This design comes from an exercise in tuning for a short achievable clock period and few clock cycles on the open sky130 flow, not from production work. The RTL was checked by simulation tests, not by an equivalence proof against the original design. Power and IR drop assume default switching activity.

==> flow/design.v <==
module i2f64 (
    input  wire [31:0] x,
    output reg  [63:0] f
);
    reg [31:0] mag;
    reg [4:0]  msb;
    reg [63:0] shifted;
    integer    i;
    always @(*) begin
        mag = x[31] ? (~x + 32'd1) : x;
        msb = 5'd0;
        for (i = 0; i < 32; i = i + 1)
            if (mag[i])
                msb = i[4:0];
        shifted = {32'd0, mag} << (6'd52 - {1'b0, msb});
        if (mag == 32'd0)
            f = 64'd0;
        else
            f = {x[31], 11'd1023 + {6'd0, msb}, shifted[51:0]};
    end
endmodule
module fdiv64_seq (
    input  wire        clk,
    input  wire        rst,
    input  wire        start,    
    input  wire [63:0] a,        
    input  wire [63:0] b,        
    output wire        busy,
    output reg         done,     
    output reg  [63:0] q
);
    localparam S_IDLE  = 2'd0;
    localparam S_RUN   = 2'd1;
    localparam S_ROUND = 2'd2;
    reg  [1:0]  state;
    reg  [5:0]  cnt;
    reg         sign;
    reg         zero;
    reg  [12:0] exp0;      
    reg  [52:0] mb;        
    reg  [53:0] rem;       
    reg  [55:0] quo;       
    assign busy = (state != S_IDLE);
    wire        ge       = (rem >= {1'b0, mb});
    wire [53:0] rem_sub  = ge ? (rem - {1'b0, mb}) : rem;
    wire        top      = quo[55];
    wire [52:0] mant     = top ? quo[55:3] : quo[54:2];
    wire        guard    = top ? quo[2] : quo[1];
    wire        sticky   = (top ? (|quo[1:0]) : quo[0]) | (|rem);
    wire [12:0] exp1     = top ? exp0 : (exp0 - 13'd1);
    wire        round_up = guard & (sticky | mant[0]);
    wire [53:0] mant_r   = {1'b0, mant} + {53'd0, round_up};
    wire [12:0] exp2     = mant_r[53] ? (exp1 + 13'd1) : exp1;
    wire [51:0] frac     = mant_r[53] ? mant_r[52:1] : mant_r[51:0];
    always @(posedge clk) begin
        if (rst) begin
            state <= S_IDLE;
            done  <= 1'b0;
            q     <= 64'd0;
        end else begin
            done <= 1'b0;
            case (state)
                S_IDLE: begin
                    if (start) begin
                        sign  <= a[63] ^ b[63];
                        zero  <= (a[62:52] == 11'd0);
                        exp0  <= {2'b00, a[62:52]} - {2'b00, b[62:52]} + 13'd1023;
                        mb    <= {1'b1, b[51:0]};
                        rem   <= {1'b0, 1'b1, a[51:0]};
                        quo   <= 56'd0;
                        cnt   <= 6'd0;
                        state <= S_RUN;
                    end
                end
                S_RUN: begin
                    quo <= {quo[54:0], ge};
                    rem <= {rem_sub[52:0], 1'b0};
                    cnt <= cnt + 6'd1;
                    if (cnt == 6'd55)
                        state <= S_ROUND;
                end
                S_ROUND: begin
                    if (zero)
                        q <= {sign, 63'd0};
                    else
                        q <= {sign, exp2[10:0], frac};
                    done  <= 1'b1;
                    state <= S_IDLE;
                end
                default: state <= S_IDLE;
            endcase
        end
    end
endmodule
module framer (
    input  wire        clk,
    input  wire        rst,         
    input  wire        bus_we,
    input  wire [7:0]  bus_addr,
    input  wire [31:0] bus_wdata,
    output reg  [31:0] bus_rdata,
    output wire [7:0]  tx_data,
    output wire        tx_last,
    output wire        tx_valid,
    input  wire        tx_ready
);
    localparam [5:0] R_CMD = 6'h00, R_STATUS = 6'h01, R_ERRARG = 6'h02,
                     R_CFG = 6'h03, R_RPM_L = 6'h04, R_RPM_R = 6'h05,
                     R_RXD = 6'h06, R_CKRES = 6'h07, R_M1_RPM = 6'h08,
                     R_M1_STAT = 6'h09, R_M1_POS = 6'h0A, R_M2_RPM = 6'h0B,
                     R_M2_STAT = 6'h0C, R_M2_POS = 6'h0D, R_IO1 = 6'h0E,
                     R_IO2 = 6'h0F, R_IO1_FLAGS = 6'h10, R_M1_ROT_LO = 6'h11,
                     R_M1_ROT_HI = 6'h12, R_M2_ROT_LO = 6'h13,
                     R_M2_ROT_HI = 6'h14;
    localparam [3:0] OP_ENC_INIT = 4'h1, OP_STATUS_POLL = 4'h2,
                     OP_RPM_SET = 4'h3, OP_PARSE = 4'h4, OP_CKSUM = 4'h5;
    localparam [3:0] E_RPM_RANGE = 4'd1, E_UNKNOWN_LAYOUT = 4'd2,
                     E_TRUNCATED = 4'd3, E_CHECKSUM = 4'd4, E_ILLEGAL = 4'd5;
    localparam [2:0] PH_IDLE = 3'd0,   
                     PH_TX   = 3'd1,   
                     PH_RX   = 3'd2,   
                     PH_CHK  = 3'd3,   
                     PH_DIV  = 3'd4,   
                     PH_FIN  = 3'd5;   
    localparam [63:0] F64_6535 = 64'h40B9870000000000;
    localparam [63:0] F64_100  = 64'h4059000000000000;
    reg  [2:0]  phase;
    reg         cfg_vck;
    reg  [31:0] rpm_l, rpm_r;
    reg         done, err, ign;
    reg  [3:0]  errcode, lastop;
    reg  [31:0] errarg;
    reg  [7:0]  ckres;
    reg  [1:0]  layout;
    reg  [15:0] m1_rpm, m2_rpm, io1, io2;
    reg  [7:0]  m1_stat, m2_stat;
    reg  [31:0] m1_pos, m2_pos;
    reg  [63:0] m1_rot, m2_rot;
    reg  [7:0]  txbuf [0:12];
    reg  [3:0]  txlen, txidx;
    reg         rx_cksum;       
    reg         vck;
    reg  [7:0]  rxb [0:22];
    reg  [4:0]  rxcnt;
    reg  [7:0]  rxsum;
    reg  [7:0]  rxlast;
    reg         pend_err;
    reg  [3:0]  pend_code;
    reg  [31:0] pend_arg;
    reg  [1:0]  pend_layout;
    reg  [1:0]  job;            
    reg         job_started;
    integer i;
    wire [5:0] widx   = bus_addr[7:2];
    wire       wr_cmd = bus_we && (widx == R_CMD);
    wire       wr_sts = bus_we && (widx == R_STATUS);
    wire       wr_cfg = bus_we && (widx == R_CFG);
    wire       wr_rl  = bus_we && (widx == R_RPM_L);
    wire       wr_rr  = bus_we && (widx == R_RPM_R);
    wire       wr_rxd = bus_we && (widx == R_RXD);
    wire [3:0] op       = bus_wdata[3:0];
    wire [7:0] rx_data  = bus_wdata[7:0];
    wire       rx_end   = bus_wdata[8];
    wire       rx_nodat = bus_wdata[9];
    wire       busy = (phase != PH_IDLE);
    wire l_oor = (rpm_l[31:15] != {17{rpm_l[15]}});
    wire r_oor = (rpm_r[31:15] != {17{rpm_r[15]}});
    wire [7:0] rpm_body_sum = 8'hB7 + 8'hB8 + 8'h01 + 8'hCF + 8'h07 + 8'h01
                            + rpm_l[7:0] + rpm_l[15:8] + 8'h01
                            + rpm_r[7:0] + rpm_r[15:8] + 8'h00;
    wire [7:0] rpm_ck = 8'd0 - rpm_body_sum;
    wire [7:0] decl_len   = rxb[4];
    wire       lay14      = (decl_len == 8'd14);
    wire       lay16      = (decl_len == 8'd16);
    wire [4:0] need_n     = lay14 ? 5'd20 : 5'd24;
    wire [7:0] expect_ck  = rxlast - rxsum;    
    wire [63:0] pos1_f, pos2_f;
    i2f64 u_i2f1 (.x({rxb[11], rxb[10], rxb[9],  rxb[8]}),  .f(pos1_f));
    i2f64 u_i2f2 (.x({rxb[18], rxb[17], rxb[16], rxb[15]}), .f(pos2_f));
    reg  [63:0] div_a, div_b;
    wire        div_start = (phase == PH_DIV) && !job_started;
    wire        div_busy, div_done;
    wire [63:0] div_q;
    always @(*) begin
        case (job)
            2'd0: div_a = pos1_f;
            2'd1: div_a = m1_rot;
            2'd2: div_a = pos2_f;
            default: div_a = m2_rot;
        endcase
        div_b = job[0] ? F64_100 : F64_6535;
    end
    fdiv64_seq u_div (
        .clk(clk), .rst(rst), .start(div_start), .a(div_a), .b(div_b),
        .busy(div_busy), .done(div_done), .q(div_q)
    );
    always @(posedge clk) begin
        if (rst) begin
            phase       <= PH_IDLE;
            cfg_vck     <= 1'b0;
            rpm_l       <= 32'd0;
            rpm_r       <= 32'd0;
            done        <= 1'b0;
            err         <= 1'b0;
            ign         <= 1'b0;
            errcode     <= 4'd0;
            lastop      <= 4'd0;
            errarg      <= 32'd0;
            ckres       <= 8'd0;
            layout      <= 2'd0;
            txlen       <= 4'd0;
            txidx       <= 4'd0;
            rx_cksum    <= 1'b0;
            vck         <= 1'b0;
            rxcnt       <= 5'd0;
            rxsum       <= 8'd0;
            rxlast      <= 8'd0;
            pend_err    <= 1'b0;
            pend_code   <= 4'd0;
            pend_arg    <= 32'd0;
            pend_layout <= 2'd0;
            job         <= 2'd0;
            job_started <= 1'b0;
        end else begin
            if (wr_sts && bus_wdata[3])
                ign <= 1'b0;
            if (wr_cfg)
                cfg_vck <= bus_wdata[0];
            if (wr_rl)
                rpm_l <= bus_wdata;
            if (wr_rr)
                rpm_r <= bus_wdata;
            if (wr_cmd) begin
                if (busy) begin
                    ign <= 1'b1;
                end else begin
                    done      <= 1'b0;
                    err       <= 1'b0;
                    errcode   <= 4'd0;
                    errarg    <= 32'd0;
                    ckres     <= 8'd0;
                    layout    <= 2'd0;
                    lastop    <= op;
                    pend_err  <= 1'b0;
                    pend_code <= 4'd0;
                    pend_arg  <= 32'd0;
                    txidx     <= 4'd0;
                    case (op)
                        OP_ENC_INIT: begin
                            txbuf[0] <= 8'hB7; txbuf[1] <= 8'hB8; txbuf[2] <= 8'h01;
                            txbuf[3] <= 8'h0A; txbuf[4] <= 8'h01; txbuf[5] <= 8'h0A;
                            txbuf[6] <= 8'h7B;
                            txlen <= 4'd7;
                            phase <= PH_TX;
                        end
                        OP_STATUS_POLL: begin
                            txbuf[0] <= 8'hB7; txbuf[1] <= 8'hB8; txbuf[2] <= 8'h01;
                            txbuf[3] <= 8'h04; txbuf[4] <= 8'h01; txbuf[5] <= 8'hD8;
                            txbuf[6] <= 8'hB3;
                            txlen <= 4'd7;
                            phase <= PH_TX;
                        end
                        OP_RPM_SET: begin
                            if (l_oor || r_oor) begin
                                pend_err  <= 1'b1;
                                pend_code <= E_RPM_RANGE;
                                pend_arg  <= {30'd0, r_oor, l_oor};
                                phase     <= PH_FIN;
                            end else begin
                                txbuf[0]  <= 8'hB7;        txbuf[1]  <= 8'hB8;
                                txbuf[2]  <= 8'h01;        txbuf[3]  <= 8'hCF;
                                txbuf[4]  <= 8'h07;        txbuf[5]  <= 8'h01;
                                txbuf[6]  <= rpm_l[7:0];   txbuf[7]  <= rpm_l[15:8];
                                txbuf[8]  <= 8'h01;
                                txbuf[9]  <= rpm_r[7:0];   txbuf[10] <= rpm_r[15:8];
                                txbuf[11] <= 8'h00;        txbuf[12] <= rpm_ck;
                                txlen <= 4'd13;
                                phase <= PH_TX;
                            end
                        end
                        OP_PARSE, OP_CKSUM: begin
                            rx_cksum <= (op == OP_CKSUM);
                            vck      <= cfg_vck;
                            rxcnt    <= 5'd0;
                            rxsum    <= 8'd0;
                            rxlast   <= 8'd0;
                            phase    <= PH_RX;
                        end
                        default: begin
                            pend_err  <= 1'b1;
                            pend_code <= E_ILLEGAL;
                            pend_arg  <= {28'd0, op};
                            phase     <= PH_FIN;
                        end
                    endcase
                end
            end
            if (wr_rxd) begin
                if (phase != PH_RX) begin
                    ign <= 1'b1;
                end else begin
                    if (!rx_nodat) begin
                        if (rxcnt < 5'd23)
                            rxb[rxcnt] <= rx_data;
                        if (rxcnt != 5'd31)
                            rxcnt <= rxcnt + 5'd1;
                        rxsum  <= rxsum + rx_data;
                        rxlast <= rx_data;
                    end
                    if (rx_end)
                        phase <= PH_CHK;
                end
            end
            case (phase)
                PH_TX: begin
                    if (tx_ready) begin
                        txidx <= txidx + 4'd1;
                        if (txidx == txlen - 4'd1)
                            phase <= PH_FIN;
                    end
                end
                PH_CHK: begin
                    if (rx_cksum) begin
                        phase <= PH_FIN;
                    end else if (rxcnt < 5'd5) begin
                        pend_err  <= 1'b1;
                        pend_code <= E_TRUNCATED;
                        pend_arg  <= {27'd0, rxcnt};
                        phase     <= PH_FIN;
                    end else if (!lay14 && !lay16) begin
                        pend_err  <= 1'b1;
                        pend_code <= E_UNKNOWN_LAYOUT;
                        pend_arg  <= {24'd0, decl_len};
                        phase     <= PH_FIN;
                    end else if (rxcnt < need_n) begin
                        pend_err  <= 1'b1;
                        pend_code <= E_TRUNCATED;
                        pend_arg  <= {27'd0, rxcnt};
                        phase     <= PH_FIN;
                    end else if (vck && (rxsum != 8'd0)) begin
                        pend_err  <= 1'b1;
                        pend_code <= E_CHECKSUM;
                        pend_arg  <= {16'd0, expect_ck, rxlast};
                        phase     <= PH_FIN;
                    end else begin
                        pend_layout <= lay14 ? 2'd1 : 2'd2;
                        job         <= 2'd0;
                        job_started <= 1'b0;
                        phase       <= PH_DIV;
                    end
                end
                PH_DIV: begin
                    if (!job_started) begin
                        job_started <= 1'b1;
                    end else if (div_done) begin
                        if (job[1])
                            m2_rot <= div_q;
                        else
                            m1_rot <= div_q;
                        job_started <= 1'b0;
                        if (job == 2'd3 || (job == 2'd2 && pend_layout == 2'd2))
                            phase <= PH_FIN;
                        else if (pend_layout == 2'd1)
                            job <= job + 2'd1;
                        else
                            job <= job + 2'd2;
                    end
                end
                PH_FIN: begin
                    done    <= 1'b1;
                    err     <= pend_err;
                    errcode <= pend_code;
                    errarg  <= pend_arg;
                    if (lastop == OP_CKSUM)
                        ckres <= 8'd0 - rxsum;
                    if (lastop == OP_PARSE && !pend_err) begin
                        layout  <= pend_layout;
                        m1_rpm  <= {rxb[6], rxb[5]};
                        m1_stat <= rxb[7];
                        m1_pos  <= {rxb[11], rxb[10], rxb[9], rxb[8]};
                        m2_rpm  <= {rxb[13], rxb[12]};
                        m2_stat <= rxb[14];
                        m2_pos  <= {rxb[18], rxb[17], rxb[16], rxb[15]};
                        io1     <= {rxb[20], rxb[19]};
                        io2     <= {rxb[22], rxb[21]};
                    end
                    phase <= PH_IDLE;
                end
                default: ;
            endcase
        end
    end
    assign tx_valid = (phase == PH_TX);
    assign tx_data  = txbuf[txidx];
    assign tx_last  = (txidx == txlen - 4'd1);
    wire tel_ok = (layout != 2'd0);
    wire l16_ok = (layout == 2'd2);
    always @(*) begin
        case (bus_addr[7:2])
            R_STATUS:    bus_rdata = {16'd0, lastop, 2'b00, layout, errcode,
                                      ign, err, done, busy};
            R_ERRARG:    bus_rdata = errarg;
            R_CFG:       bus_rdata = {31'd0, cfg_vck};
            R_RPM_L:     bus_rdata = rpm_l;
            R_RPM_R:     bus_rdata = rpm_r;
            R_CKRES:     bus_rdata = {24'd0, ckres};
            R_M1_RPM:    bus_rdata = tel_ok ? {{16{m1_rpm[15]}}, m1_rpm} : 32'd0;
            R_M1_STAT:   bus_rdata = tel_ok ? {24'd0, m1_stat} : 32'd0;
            R_M1_POS:    bus_rdata = tel_ok ? m1_pos : 32'd0;
            R_M2_RPM:    bus_rdata = tel_ok ? {{16{m2_rpm[15]}}, m2_rpm} : 32'd0;
            R_M2_STAT:   bus_rdata = tel_ok ? {24'd0, m2_stat} : 32'd0;
            R_M2_POS:    bus_rdata = tel_ok ? m2_pos : 32'd0;
            R_IO1:       bus_rdata = l16_ok ? {{16{io1[15]}}, io1} : 32'd0;
            R_IO2:       bus_rdata = l16_ok ? {{16{io2[15]}}, io2} : 32'd0;
            R_IO1_FLAGS: bus_rdata = l16_ok ? {25'd0, io1[6:0]} : 32'd0;
            R_M1_ROT_LO: bus_rdata = tel_ok ? m1_rot[31:0]  : 32'd0;
            R_M1_ROT_HI: bus_rdata = tel_ok ? m1_rot[63:32] : 32'd0;
            R_M2_ROT_LO: bus_rdata = tel_ok ? m2_rot[31:0]  : 32'd0;
            R_M2_ROT_HI: bus_rdata = tel_ok ? m2_rot[63:32] : 32'd0;
            default:     bus_rdata = 32'd0;    
        endcase
    end
endmodule
==> flow/run.sh <==
#!/bin/bash
# synth_recipe.tcl (not shown) runs the flow's synth.tcl, then flattens the netlist and writes it again
# the make line also repeats each setting of config.mk as NAME=value (left out here)
make -C /OpenROAD-flow-scripts/flow DESIGN_CONFIG=/design/flow/config.mk WORK_HOME=/design/flow/orfs CLKGATE_MAP_FILE= SYNTH_SCRIPT=/design/flow/synth_recipe.tcl finish
==> flow/config.mk <==
export PLATFORM = sky130hd
export DESIGN_NAME = framer
export DESIGN_NICKNAME = framer
export VERILOG_FILES = /design/flow/design.v
export SDC_FILE = /design/flow/constraint.sdc
export NUM_CORES = 4
export LEC_CHECK = 0
export CAP_MARGIN = 20
export CORE_MARGIN = 2
export CORE_UTILIZATION = 40
export SLEW_MARGIN = 20
==> flow/constraint.sdc <==
create_clock -name core_clock -period 10.0 [get_ports {clk}]
set_input_delay 2.0000 -clock core_clock [delete_from_list [all_inputs] [get_ports {clk}]]
set_output_delay 2.0000 -clock core_clock [all_outputs]
set_load 0.01 [all_outputs]
==> run summary <==
[cells in the final DEF, fill, tap and decap left out, drive strengths merged, types with 67 or more instances in the layout]
cell	netlist	layout
nand2	509	509
or3	67	67
xnor2	124	124
and2	99	99
a21oi	288	288
nand3	149	149
a22oi	164	164
edfxtp	601	601
nor2	371	371
nor3	118	118
a31oi	70	70
a221oi	71	71
dfxtp	260	260
clkbuf	250	122
ha	71	71
mux2i	120	120
buf	78	101
clkdlybuf4s50	0	78
o21ai	206	206
xor2	102	102
inv	116	119
[registers in the layout, summed over array words and instances (netlist names), 32 cells and up]
signal     count
m2_rot        64
errarg        32
m1_rot        64
u_div.q       64
pend_arg      32
rxb          152
rpm_r         32
u_div.quo     56
m1_pos        32
rpm_l         32
m2_pos        32
u_div.rem     54
txbuf         47
[layer usage]
metal  global-route usage  share of wire  vias up
met5                    0       0.000072        -
met1                0.410           0.43    19728
met3               0.0476          0.087      297
li1                     -              -    17643
met4                0.122          0.046        2
met2                0.429           0.44     1966
[stage by stage]
step	hold slack [ns]	area, sq um	setup WS (ns)
floorplan	0.400	47700	2.10
global placement	0.401	49900	2.09
detailed placement	0.405	49900	2.10
CTS	0.379	53100	2.04
global route	0.404	53100	1.41
finish	0.394	53100	1.71
[cell type report]
cell class | instances | area [sq um]
sequential | 861 | 23300
tap | 1536 | 1920
fill | 11051 | 64900
clock buffer | 122 | 2520
inverter | 117 | 439
clock inverter | 52 | 669
timing repair buffer | 179 | 1570
multi-input combinational | 3392 | 22800
[power by group through the flow]
stage / registers [mW] / logic [mW] / clock network, mW
after global placement: 3.86 / 0.134 / 0
after CTS: 3.78 / 0.135 / 3.61
final: 3.78 / 0.137 / 3.56
after floorplan: 3.86 / 0.0541 / 0
after detailed placement: 3.86 / 0.135 / 0
after global routing: 3.78 / 0.143 / 3.76
[worst paths after layout]
| path | endpoint | slack, ns |
|---|---|---|
| max | u_div.exp0[10] | 1.71 |
| min | io1[1] | 0.39 |
| min reg2reg | io1[1] | 0.39 |
| max reg2reg | u_div.exp0[10] | 1.71 |
[worst reg2reg max path, delay by kind of cell (launching register included)]
kind            cells  cell delay (ns)
compound gates     10             2.66
xor+xnor            3             0.78
fa+ha+maj           5             1.56
buf+inv             2             0.28
flops               1             0.57
simple gates        9             2.14
[cell families (layout without fill, tap and decap cells)]
family	after synthesis	after routing	share of synthesized area
AOI/OAI and AO/OA	1263	1263	0.187
xor gates and xnor gates	226	226	0.0424
adders and majority gates	89	89	0.0262
buffers and inverters	445	470	0.0385
DFF	861	861	0.488
muxes	194	194	0.0506
and+or+nand+nor	1620	1620	0.168
==> impl_metrics.py <==
metrics = {
    "layout": {
        "final_cell_count_no_fill": 6259,
        "area_growth_pct": 11.5,
        "drive_gt1_frac": 0.0978,
        "n_antenna_cell": 0,
        "nets": 4776,
        "fin_util": 0.450,
    },
    "worst_setup_path": {
        "crit_path_max_fanout": 29,
        "crit_start": "rxb[15][0]",
        "reg2regPathDepth": 29,
        "cp_num_cells": 29,
        "crit_top_cell": "ha_1",
        "criticalPathCategory": "reg -> reg",
        "cp.arrival_ns": 8.70,
        "cp.buffers_inverters": 2,
        "worst_path_largest_cell_delay_ns": 0.74,
        "cpMaxStageDelayCell": "o311ai_0",
        "required_ns": 10.41,
        "cp_top_family": "compound AO/OA/AOI/OAI gates",
        "critPathLaunchType": "flip-flop",
        "r2r_start": "rxb[15][0]",
        "end_kind": "flip-flop",
    },
    "placement": {
        "dp.cells": 6085,
        "dp_hpwl_mm": 132,
        "place_congestion": 1.06,
        "numPortBuffers": 83,
    },
    "routing": {
        "num_vias": 39636,
        "drt_wl_total_mm": 180,
        "drtIter0Drc": 5090,
        "antenna_left": 0,
        "wire_per_inst_um": 28.7,
        "first_pass_iters": 10,
        "drc": 0,
        "viasPerCell": 6.33,
    },
    "synth": {
        "synthFlopType": "edfxtp_1",
        "synth_top_area_cell": "edfxtp_1",
        "synthCells": 4698,
        "async_flop_share": 0,
        "yosysWarningCount": 4,
        "synth-edff-count": 601,
        "synth_most_common_cell": "edfxtp_1",
        "synth_cell_types": 122,
        "syn_area_sq_um": 47700,
        "synth_fp_nets": 4831,
        "synth_top_area_frac": 0.379,
        "seq_area_frac_synth": 0.488,
        "avgSynthCellArea_sq_um": 10.1,
        "synth_area_leaders": "edfxtp_1 (38%), dfxtp_1 (11%), nand2_1 (4.0%)",
        "synth_commonest_cells": "edfxtp_1 (601), nand2_1 (508), nor2_1 (371)",
        "ys_ff_latch": 861,
    },
    "cts": {
        "insertion_delay_ns": 0.72,
        "numClockSinks": 861,
        "clk_pin_slew_worst_paths_ns": 0.06,
        "max-clock-path-buffers": 3,
        "cts_tree": "built",
        "postCtsSetupRepairBufs": 0,
        "cts_made_buffers": 92,
        "htreeDepth": 3,
        "cts-root-buf": "clkbuf_16",
        "ctsResizeCount": 0,
        "ctsHoldBuffers": 0,
    },
    "power": {
        "intPower_mw": 5.87,
        "switching_share": 0.215,
        "p_sw_mw": 1.61,
        "p_per_area_nw_per_um2": 141,
        "p_leak_nw": 17.3,
        "p_total_mw": 7.48,
        "p_comb_frac": 0.018,
        "pwr-share-seq": 0.506,
        "p_clk_frac": 0.476,
        "ir_drop_v": 0.000117,
    },
    "timing": {
        "finalCritPeriodShare": 0.829,
        "rsz0062_at_grt": "false",
        "fin_crit_ns": 8.29,
        "clock_skew_ns": 0.0625,
        "relSlewSlack": 0.234,
        "timing.setup.tns_ns": 0,
        "hold_viol": 0,
        "finalSetupViolations": 0,
        "fmax_ghz": 0.121,
        "drv_slew": 0,
        "max_slew.worst_pin.slew_ns": 1.14,
    },
    "grt": {
        "grt_max_degree": 145,
        "grt_pass1_wl_mm": 258,
        "antenna_found_initial": 7,
        "grt_use_total": 0.287,
        "grt_pass1_vias": 36384,
        "grt.overflow.total": 0,
    },
    "floorplan": {
        "start_util": 0.404,
        "core_sq_um": 118000,
        "rows": 126,
        "chipWidth_um": 349,
        "die_h_um": 349,
        "dieArea_sq_um": 122000,
        "io_pins": 86,
    },
    "status": {
        "run_status": "complete, no violations",
    },
    "min_path": {
        "min_path_cells": 0,
        "hold_start": "rxb[19][1]",
        "hold_path_class": "reg -> reg",
    },
    "flow_run": {
        "drv_cap": 0,
    },
}
Testbench counts, summed over its fixed seeds: cycles 83,180.

## re-timing with driven ports
The results above use ideal ports. As a check the final layout listed here was re-extracted and re-timed, cells and wires unchanged.
Step 1 sets driving cells, clkbuf_16 on the clock port and buf_2 on the other inputs (assumed; they add their load-dependent delay and slew).
Step 2 times the ports against the registers' clock, not the clock port: input delays grow and output delays shrink by t, the midpoint of the rising clock arrivals with the driver on.
a / b / c = ideal ports / drivers / drivers and shift; a / b = the first two.
t (ns): 0.754
setup WS [ns]: 1.707 / 1.707 / 1.707
clock arrival spread, ns: 0.067 / 0.067
After both steps this run still meets setup and hold. The setup slack of this run moves by 0.000 ns with the drivers and by 0.000 ns with both steps.
